Source: an optimization exercise on an open RTL-to-GDS flow (aim: small area, a short achievable clock period and few clock cycles). Production flows keep margins and buffers that such runs may drop.
Function was checked by simulation only, so behaviour that the tests miss may differ from the original.
Power is estimated from default activity; no workload was simulated.

`constraint.sdc`:
```
create_clock -name core_clock -period 14.0 [get_ports {clk}]
set_input_delay 2.8000 -clock core_clock [delete_from_list [all_inputs] [get_ports {clk}]]
set_output_delay 2.8000 -clock core_clock [all_outputs]
set_load 0.01 [all_outputs]
```
`design.v`:
```
module ccdm_div (
    input  wire        clk,
    input  wire        rst,
    input  wire        start,
    input  wire [31:0] a,
    input  wire [31:0] d,
    output reg         busy,
    output reg         done,
    output reg  [31:0] q
);
    reg [31:0] rem;      
    reg [31:0] dr;       
    reg        nbit;     
    reg [5:0]  cnt;
    wire [32:0] shifted = {rem, nbit};
    wire [33:0] diff    = {1'b0, shifted} - {2'b00, dr};
    always @(posedge clk) begin
        done <= 1'b0;
        if (rst) begin
            busy <= 1'b0;
            cnt  <= 6'd0;
        end else if (start) begin
            rem  <= {1'b0, a[31:1]};
            nbit <= a[0];
            dr   <= d;
            q    <= 32'd0;
            cnt  <= 6'd32;
            busy <= 1'b1;
        end else if (busy) begin
            if (!diff[33]) begin
                rem <= diff[31:0];
                q   <= {q[30:0], 1'b1};
            end else begin
                rem <= shifted[31:0];
                q   <= {q[30:0], 1'b0};
            end
            nbit <= 1'b0;
            cnt  <= cnt - 6'd1;
            if (cnt == 6'd1) begin
                busy <= 1'b0;
                done <= 1'b1;
            end
        end
    end
endmodule
module ccdm_enc (
    input  wire         clk,
    input  wire         rst,
    input  wire         cmd_valid,
    output wire         cmd_ready,
    input  wire [1:0]   cmd_op,       
    input  wire         cmd_bit,
    input  wire [3:0]   cfg_k,        
    input  wire [127:0] cfg_comp,     
    output wire         sym_valid,
    input  wire         sym_ready,
    output wire [3:0]   sym_data,
    output reg          resp_valid,
    output wire [15:0]  resp_result,
    output wire [2:0]   mode,
    output wire [7:0]   err
);
    localparam [2:0] M_IDLE = 3'd0, M_ENC = 3'd1, M_ENC_DONE = 3'd2, M_FAULT = 3'd7;
    localparam [1:0] OP_INIT = 2'd0, OP_BIT = 2'd1, OP_FINAL = 2'd2, OP_SRESET = 2'd3;
    localparam [3:0] S_IDLE  = 4'd0,
                     S_PREF  = 4'd1,    
                     S_IVAL  = 4'd2,    
                     S_TBLD  = 4'd3,    
                     S_FIND  = 4'd4,    
                     S_SETUP = 4'd5,    
                     S_RESC  = 4'd6,    
                     S_FT    = 4'd7,    
                     S_FE    = 4'd8,    
                     S_FA    = 4'd9,    
                     S_FEND  = 4'd10,   
                     S_FDEC  = 4'd11,   
                     S_FLUSH = 4'd12;
    localparam [31:0] ONE = 32'h8000_0000;
    reg [3:0]  st;
    reg [2:0]  md;
    reg        ecomp;           
    reg [12:0] R;               
    reg [12:0] ntot;
    reg [12:0] A [1:8];         
    reg [31:0] C [1:7];         
    reg [11:0] TR [1:7];        
    reg [7:1]  tnb;             
    reg [31:0] SL, SH;          
    reg [31:0] W;               
    reg [30:0] RL, RH;          
    reg        nbL, nbH;        
    reg [3:0]  sel;             
    reg        pend;            
    reg [3:0]  ix;              
    reg [3:0]  cnt;
    reg        fa;              
    reg [3:0]  best_a, best_e, first_pos;
    reg        ovf, kbad;
    integer i;
    wire [12:0] T = A[8];
    assign cmd_ready   = (st == S_IDLE);
    assign sym_valid   = pend;
    assign sym_data    = sel;
    assign resp_result = {3'b000, R};
    assign mode        = md;
    assign err         = {6'd0, md[2], ecomp};
    function [12:0] dec13(input [12:0] a);
        integer k;
        reg b;
        begin
            b = 1'b1;
            for (k = 0; k < 13; k = k + 1) begin
                dec13[k] = a[k] ^ b;
                b = b & ~a[k];
            end
        end
    endfunction
    reg  [8:1]  ge;
    always @(*) begin
        for (i = 1; i <= 7; i = i + 1)
            ge[i] = (SH <= C[i]);
        ge[8] = 1'b1;
    end
    reg  [3:0]  sf;
    always @(*) begin
        sf = 4'd8;
        for (i = 7; i >= 1; i = i - 1)
            if (ge[i]) sf = i[3:0];
    end
    wire [3:0]  idx = (st == S_FIND) ? sf : (st == S_SETUP) ? sel : ix;
    reg  [31:0] clo, chi;
    always @(*) begin
        case (idx)
            4'd2: clo = C[1];
            4'd3: clo = C[2];
            4'd4: clo = C[3];
            4'd5: clo = C[4];
            4'd6: clo = C[5];
            4'd7: clo = C[6];
            4'd8: clo = C[7];
            default: clo = 32'd0;
        endcase
        case (idx)
            4'd1: chi = C[1];
            4'd2: chi = C[2];
            4'd3: chi = C[3];
            4'd4: chi = C[4];
            4'd5: chi = C[5];
            4'd6: chi = C[6];
            4'd7: chi = C[7];
            default: chi = ONE;
        endcase
    end
    wire        contain = (SL >= clo);
    wire [31:0] wd      = chi - clo;                
    wire [32:0] nl      = {1'b0, SL} - {1'b0, clo};   
    wire [32:0] nh      = {1'b0, SH} - {1'b0, clo};   
    reg [12:0] am1, as0;
    always @(*) begin
        case (ix)
            4'd2: am1 = A[1];
            4'd3: am1 = A[2];
            4'd4: am1 = A[3];
            4'd5: am1 = A[4];
            4'd6: am1 = A[5];
            4'd7: am1 = A[6];
            4'd8: am1 = A[7];
            default: am1 = 13'd0;
        endcase
        case (ix)
            4'd1: as0 = A[1];
            4'd2: as0 = A[2];
            4'd3: as0 = A[3];
            4'd4: as0 = A[4];
            4'd5: as0 = A[5];
            4'd6: as0 = A[6];
            4'd7: as0 = A[7];
            default: as0 = A[8];
        endcase
    end
    wire [13:0] pre_sum = {1'b0, as0} + {1'b0, am1};
    wire        nz      = (as0 != am1);            
    wire nl_zero = (nl[31:0] == 32'd0);
    wire nh_zero = (nh[31:0] == 32'd0);
    wire in_e = nz && (nl[32] || nl_zero) && !nh[32] && !nh_zero;    
    wire in_a = nl[32] && !ge[ix];                                   
    wire [31:0] wbest = (st == S_FE) ? W : {RH[0], RL};
    wire        wider = (wd > wbest);
    function [13:0] tstep(input [11:0] r, input b, input [12:0] t);
        reg [12:0] x;
        reg [13:0] d;
        begin
            x = {r, b};
            d = {1'b0, x} - {1'b0, t};
            tstep = d[13] ? {1'b0, 1'b0, x[11:0]} : {1'b1, 1'b0, d[11:0]};
        end
    endfunction
    reg [13:0] ts1 [1:7];
    reg [13:0] ts2 [1:7];
    always @(*) begin
        for (i = 1; i <= 7; i = i + 1) begin
            ts1[i] = tstep(TR[i], tnb[i], T);
            ts2[i] = tstep(ts1[i][11:0], 1'b0, T);
        end
    end
    wire        dec_now = (st == S_SETUP) || (st == S_FDEC) ||
                          (st == S_FLUSH && ix != 4'd9 && nz && (!pend || sym_ready));
    wire [3:0]  dec_ix  = (st == S_FLUSH) ? ix : sel;
    reg  [12:0] anext [1:8];
    always @(*) begin
        for (i = 1; i <= 8; i = i + 1)
            anext[i] = (dec_now && i >= dec_ix) ? dec13(A[i]) : A[i];
    end
    function [31:0] rstep(input [30:0] r, input b, input [31:0] w);
        reg [31:0] x;
        reg [32:0] d;
        begin
            x = {r, b};
            d = {1'b0, x} - {1'b0, w};
            rstep = d[32] ? {1'b0, x[30:0]} : {1'b1, d[30:0]};
        end
    endfunction
    wire [31:0] rl1 = rstep(RL, nbL, W);
    wire [31:0] rl2 = rstep(rl1[30:0], 1'b0, W);
    wire [31:0] rh1 = rstep(RH, nbH, W);
    wire [31:0] rh2 = rstep(rh1[30:0], 1'b0, W);
    wire [32:0] smid = {1'b0, SL} + {1'b0, SH};
    reg [12:0] cin [1:8];
    reg        hi_in;
    always @(*) begin
        hi_in = 1'b0;
        for (i = 1; i <= 8; i = i + 1) begin
            cin[i] = (i <= cfg_k) ? cfg_comp[16*(i-1) +: 13] : 13'd0;
            if (i <= cfg_k && cfg_comp[16*(i-1)+13 +: 3] != 3'd0) hi_in = 1'b1;
        end
    end
    wire take      = (st == S_IDLE) && cmd_valid;
    wire take_init = take && (cmd_op == OP_INIT) && (md != M_FAULT);
    wire tload     = (st == S_SETUP) || (st == S_IVAL);
    wire trun      = (st == S_RESC) || (st == S_TBLD);
    always @(posedge clk) begin
        for (i = 1; i <= 8; i = i + 1) begin
            if (take_init)
                A[i] <= cin[i];
            else if (st == S_PREF && ix == i)
                A[i] <= pre_sum[12:0];
            else
                A[i] <= anext[i];
        end
        for (i = 1; i <= 7; i = i + 1) begin
            if (tload) begin
                TR[i]  <= anext[i][12:1];
                tnb[i] <= anext[i][0];
            end else if (trun) begin
                TR[i]  <= ts2[i][11:0];
                tnb[i] <= 1'b0;
                C[i]   <= {C[i][29:0], ts1[i][13], ts2[i][13]};
            end
        end
    end
    wire sym_free = !pend || sym_ready;      
    always @(posedge clk) begin
        resp_valid <= 1'b0;
        if (pend && sym_ready) pend <= 1'b0;
        if (rst) begin
            st     <= S_IDLE;
            md     <= M_IDLE;
            ecomp  <= 1'b0;
            R      <= 13'd0;
            pend   <= 1'b0;
        end else begin
            case (st)
            S_IDLE: if (cmd_valid) begin
                resp_valid <= 1'b1;
                if (cmd_op == OP_SRESET) begin
                    md    <= M_IDLE;
                    ecomp <= 1'b0;
                    R     <= 13'd0;
                end else if (md == M_FAULT) begin
                end else if (cmd_op == OP_INIT) begin
                    resp_valid <= 1'b0;
                    ovf  <= hi_in;
                    kbad <= (cfg_k == 4'd0) || (cfg_k > 4'd8);
                    ix   <= 4'd2;
                    st   <= S_PREF;
                end else if (md != M_ENC) begin
                    md    <= M_FAULT;
                    ecomp <= 1'b0;
                    R     <= 13'd0;
                end else if (cmd_op == OP_BIT) begin
                    resp_valid <= 1'b0;
                    if (cmd_bit) SL <= smid[32:1];
                    else         SH <= smid[32:1];
                    R  <= 13'd0;
                    st <= S_FIND;
                end else begin
                    if (T == 13'd0) begin
                        R  <= ntot;
                        md <= M_ENC_DONE;
                    end else begin
                        resp_valid <= 1'b0;
                        W         <= 32'd0;
                        {RH[0], RL} <= 32'd0;
                        best_a    <= 4'd0;
                        best_e    <= 4'd0;
                        first_pos <= 4'd0;
                        ix        <= 4'd1;
                        st        <= S_FT;
                    end
                end
            end
            S_PREF: begin
                if (pre_sum[13]) ovf <= 1'b1;
                ix <= ix + 4'd1;
                if (ix == 4'd8) st <= S_IVAL;
            end
            S_IVAL: begin
                cnt <= 4'd0;
                if (kbad || ovf || T == 13'd0 || T > 13'd4096) begin
                    md    <= M_FAULT;
                    ecomp <= 1'b1;
                    R     <= 13'd0;
                    resp_valid <= 1'b1;
                    st    <= S_IDLE;
                end else begin
                    md   <= M_ENC;
                    R    <= 13'd0;
                    ntot <= T;
                    SL   <= 32'd0;
                    SH   <= ONE;
                    st   <= S_TBLD;
                end
            end
            S_TBLD: begin
                cnt <= cnt + 4'd1;
                if (cnt == 4'd15) begin
                    resp_valid <= 1'b1;
                    st <= S_IDLE;
                end
            end
            S_FIND: if (sym_free) begin
                if (T != 13'd0 && contain) begin
                    sel  <= sf;
                    pend <= 1'b1;
                    R    <= R + 13'd1;
                    st   <= S_SETUP;
                end else begin
                    resp_valid <= 1'b1;
                    st <= S_IDLE;
                end
            end
            S_SETUP: begin
                W   <= wd;
                RL  <= nl[31:1];
                nbL <= nl[0];
                RH  <= nh[31:1];
                nbH <= nh[0];
                cnt <= 4'd0;
                st  <= S_RESC;
            end
            S_RESC: begin
                RL  <= rl2[30:0];
                RH  <= rh2[30:0];
                nbL <= 1'b0;
                nbH <= 1'b0;
                SL  <= {SL[29:0], rl1[31], rl2[31]};
                SH  <= {SH[29:0], rh1[31], rh2[31]};
                cnt <= cnt + 4'd1;
                if (cnt == 4'd15) st <= S_FIND;
            end
            S_FT: begin
                if (nz && first_pos == 4'd0) first_pos <= ix;
                fa <= in_a;
                if (in_e) st <= S_FE;
                else if (ix == 4'd8) st <= S_FEND;
                else ix <= ix + 4'd1;
            end
            S_FE: begin
                if (wider) begin
                    W      <= wd;
                    best_e <= ix;
                end
                if (fa) st <= S_FA;
                else if (ix == 4'd8) st <= S_FEND;
                else begin
                    ix <= ix + 4'd1;
                    st <= S_FT;
                end
            end
            S_FA: begin
                if (wider) begin
                    {RH[0], RL} <= wd;
                    best_a      <= ix;
                end
                if (ix == 4'd8) st <= S_FEND;
                else begin
                    ix <= ix + 4'd1;
                    st <= S_FT;
                end
            end
            S_FEND: begin
                if (best_a != 4'd0)      sel <= best_a;
                else if (best_e != 4'd0) sel <= best_e;
                else                     sel <= first_pos;
                pend <= 1'b1;
                st   <= S_FDEC;
            end
            S_FDEC: begin
                ix <= 4'd1;
                st <= S_FLUSH;
            end
            S_FLUSH: begin
                if (ix == 4'd9) begin
                    if (sym_free) begin
                        R  <= ntot;
                        md <= M_ENC_DONE;
                        resp_valid <= 1'b1;
                        st <= S_IDLE;
                    end
                end else if (!nz) begin
                    ix <= ix + 4'd1;
                end else if (sym_free) begin
                    sel  <= ix;
                    pend <= 1'b1;
                end
            end
            default: st <= S_IDLE;
            endcase
        end
    end
endmodule
```
`run.sh`:
```
#!/bin/bash
# synth_recipe.tcl (not shown) runs the flow's synth.tcl, then flattens the netlist and writes it again
# the make line also repeats each setting of config.mk as NAME=value (left out here)
make -C /OpenROAD-flow-scripts/flow DESIGN_CONFIG=/design/flow/config.mk WORK_HOME=/design/flow/orfs CLKGATE_MAP_FILE= SYNTH_SCRIPT=/design/flow/synth_recipe.tcl finish
```
`config.mk`:
```
export PLATFORM = sky130hd
export DESIGN_NAME = ccdm_enc
export DESIGN_NICKNAME = ccdm_enc
export VERILOG_FILES = /design/flow/design.v
export SDC_FILE = /design/flow/constraint.sdc
export NUM_CORES = 4
export LEC_CHECK = 0
export CAP_MARGIN = 20
export CORE_MARGIN = 2
export CORE_UTILIZATION = 40
export PLACE_DENSITY = 0.6
export SETUP_SLACK_MARGIN = 5
export SLEW_MARGIN = 20
```
==> results.txt <==
final timing paths:
path | start | to | slack [ns] | cells past startpoint
worst max-delay path | SH[7] | st[1] | 5.06 | 31
worst min-delay path | C[2][26] | C[2][28] | 0.45 | 0
worst max register to register | SH[7] | st[1] | 5.06 | 31
worst min register to register | C[2][26] | C[2][28] | 0.45 | 0
critical path: cells and delay by family (launching register included):
family,cells,cell delay [ns]
muxes,2,0.49
adders and majority gates,2,0.75
and+or+nand+nor,9,1.98
buffers and inverters,4,0.72
AOI/OAI and AO/OA,14,4.38
DFF,1,0.51
timing repair:
| item | CTS | global route |
|---|---|---|
| resized for setup | 119 | 131 |
| pin swaps | 21 | 70 |
| endpoints found under the setup margin | 138 | 148 |
| setup buffers | 122 | 89 |
| cloned | 8 | 6 |
| hold buffers | 0 | 0 |
layout by cell type (no fill, tap or decap), drive strengths merged, types with 192 or more instances in the layout:
master / netlist / layout
nand2: 720 / 721
a21oi: 606 / 607
xnor2: 227 / 227
buf: 50 / 304
o21ai: 550 / 550
ha: 794 / 794
a21o: 196 / 197
edfxtp: 528 / 528
inv: 552 / 554
nand3: 192 / 192
nor2: 592 / 592
registers in the layout, summed over array words and instances (netlist names), 31 cells and up:
name,flops
TR,84
C,224
W,32
RH,31
RL,31
SH,32
A,104
SL,32
layout make-up:
type,instances,area [sq um],area share (%)
multi-input combinational,5641,40600,57.3
sequential,642,18100,25.6
timing repair buffer,478,4580,6.47
tap,2016,2520,3.56
clock buffer,113,2400,3.38
inverter,553,2080,2.94
clock inverter,46,538,0.760
antenna,2,5.00,0.00707
through the flow:
stage / utilization, % / power (mW) / std cells / setup slack, ns
after floorplan: - / 11.6 / 7112 / 5.21
after global placement: 43.0 / 14.9 / 9102 / 2.68
after detailed placement: 43.0 / 15.1 / 9103 / 2.58
after CTS: 46.1 / 17.8 / 9392 / 5.01
after global routing: 47.1 / 19.7 / 9489 / 4.82
final: 47.1 / 18.4 / 9491 / 5.06
metal layers:
layer  track usage [%]  up-vias  wire, um
met4              17.1        6     16600
met5                 0        -        46
met1              34.9    27500     91500
met2              49.4     2670    110000
li1                  -    26700         -
met3              4.70      714     19100
power groups by stage:
stage               Clock (mW)  Combinational [mW]  Sequential, mW
finish                    2.34                12.8            3.29
global route              2.43                13.9            3.32
CTS                       2.36                12.2            3.28
detailed placement           0                11.8            3.34
global placement             0                11.6            3.33
floorplan                    0                8.54            3.10
kinds of logic (layout without fill, tap and decap cells):
kind of cell,Yosys count,after routing,synth area share [%]
compound gates,2123,2125,22.5
xor+xnor,327,327,4.74
fa+ha+maj,817,817,17.1
buf+inv,832,1190,5.25
flops,642,642,29.9
mux,271,271,4.76
other cells,1,11,0.00618
simple gates,2091,2092,15.7
==> results.txt <==
## Worst setup path
• Req. time, crit path: 14.61 ns
• CP max stage cell: edfxtp_1
• maximum cell stage delay along the critical path: 0.51 ns
• crit path kind: reg -> reg
• largest fanout on the critical path: 12
• endpoint arrival time on the critical path: 9.55 ns
• crit path capture type: register
• kind of start point of the critical path: register

## Routing
• total routed wirelength: 238000 um
• number of detailed-route iterations in the first pass: 9
• average detailed-routed wire length per instance: 25.0 um
• number of routed nets with antenna violations: 0
• routed vias: 57600
• iteration-0 DRC count of the detailed router: 5730
• post-route DRC violation count: 0
• mean number of vias per cell: 6.07

## Clock tree
• clock-pin transition on the worst setup and hold timing paths: 0.06 ns
• CTS Sinks: 642
• number of buffers added by the clock tree synthesis step: 85
• maximum clock path buffer count: 3
• # H-tree levels: 3
• clock tree from TritonCTS: done
• CTS Root Cell: clkbuf_16
• clock network latency to the later pin of the worst-skew pair: 0.72 ns

## Global routing
• maximum number of pins on one net before global-route repair: 153
• wire length of the first global-routing pass: 347000 um
• total congestion overflow: 0
• Global Route Usage Sum: 29.2%
• initial antenna violation count: 7
• number of global-route vias before repair: 55600

## Status
• outcome: complete, no violations

## Power
• switching power: 9.09 mW
• combinational share of power: 69.5%
• areal power density over the cells: 260 mW/mm^2
• part of the power in the clock network: 12.7%
• internal cell power: 9.36 mW
• largest voltage drop on the vdd net: 0.000138 V
• Net Sw Frac: 49.3%
• Reg power frac: 17.8%
• static power due to leakage: 30.1 nW

## Yosys
• top cells by count, synth: 794 x ha_1, 719 x nand2_1, 604 x a21oi_1
• part of the Yosys area used for sequential elements: 29.9%
• area of the mapped netlist: 0.0607 sq mm
• flop and latch count out of synthesis: 642
• post-synthesis cell type with the largest combined area: edfxtp_1
• top post-synthesis cells by area: edfxtp_1 26%, ha_1 16%, a21oi_1 5.0%
• count of unique library cells instantiated by Yosys: 104
• per-instance average area after synthesis: 8.54 sq um
• area fraction of the dominant cell type after synthesis: 26.1%
• Post-synth EDFFs: 528
• cell with the most instances after synthesis: ha_1
• Yosys warnings: 8
• share of flip-flops with an asynchronous set or reset: 0%
• count of mapped cells out of synthesis: 7104
• dominant register cell in the synthesized netlist: edfxtp_1

## Timing
• unrepaired setup endpoints after global routing: true
• maximum operating frequency: 112 MHz
• count of endpoints failing hold in the final timing report: 0
• Clock Skew: 0.0424 ns
• tightest slew margin relative to the limit: 20.6%
• crit share post-route: 63.9%
• worst hold-check slack: 0.448 ns
• Worst-Margin Slew: 1.18 ns
• final-layout setup total negative slack: 0 ns
• Final Setup Violations: 0
• final period demand of the worst path: 8.94 ns
• max-slew violation total from the final report: 0

## Die
• CORE AREA: 0.150 sq mm
• number of placed I/O pins: 173
• Die Y: 394 um
• placement row count: 142
• Chip Width: 394 um
• full die area: 0.155 sq mm
• initial cell density of the core: 40.4%

## Final layout
• Fillers: 14500
• net total in the final layout: 8357
• post-route cell area: 0.0708 sq mm
• Area growth, synth to finish: 16.7%
• fraction of final layout cells sized beyond drive strength 1: 10.8%

## Placed design
• HPWL after detailed placement: 178000 um
• port buffer count: 163
• placed inst area: 0.0647 sq mm
• weighted congestion at the end of routability-driven global placement: 0.993

## Flow run
• total of max-cap violations: 0

## Worst hold path
• Hold/Removal Path Class: reg -> reg

Testbench counts, summed over its fixed seeds: cycles 141,042.

==> afterwards: timing with drivers on the ports <==
The flow's constraints put no driver on any port. The routed layout listed below was extracted and timed again, unchanged, in two steps.
Step 1 assumes that a clkbuf_16 drives the clock port and a buf_2 every other input.
Step 2 also shifts input and output timing later by t, the mid clock arrival at the registers, as if the neighbouring blocks saw the same clock.
a / b / c = ideal / step 1 / step 2; a / b = the first two.
t (ns): 0.780
slack for setup (ns): 5.055 / 5.055 / 5.055
worst setup path at the end: register to register
slew at the worst register clock pin (ns): 0.07 / 0.07
After both steps setup and hold are still met in this run. For this run, drivers alone change the setup slack by 0.000 ns; drivers and shift together by 0.000 ns.
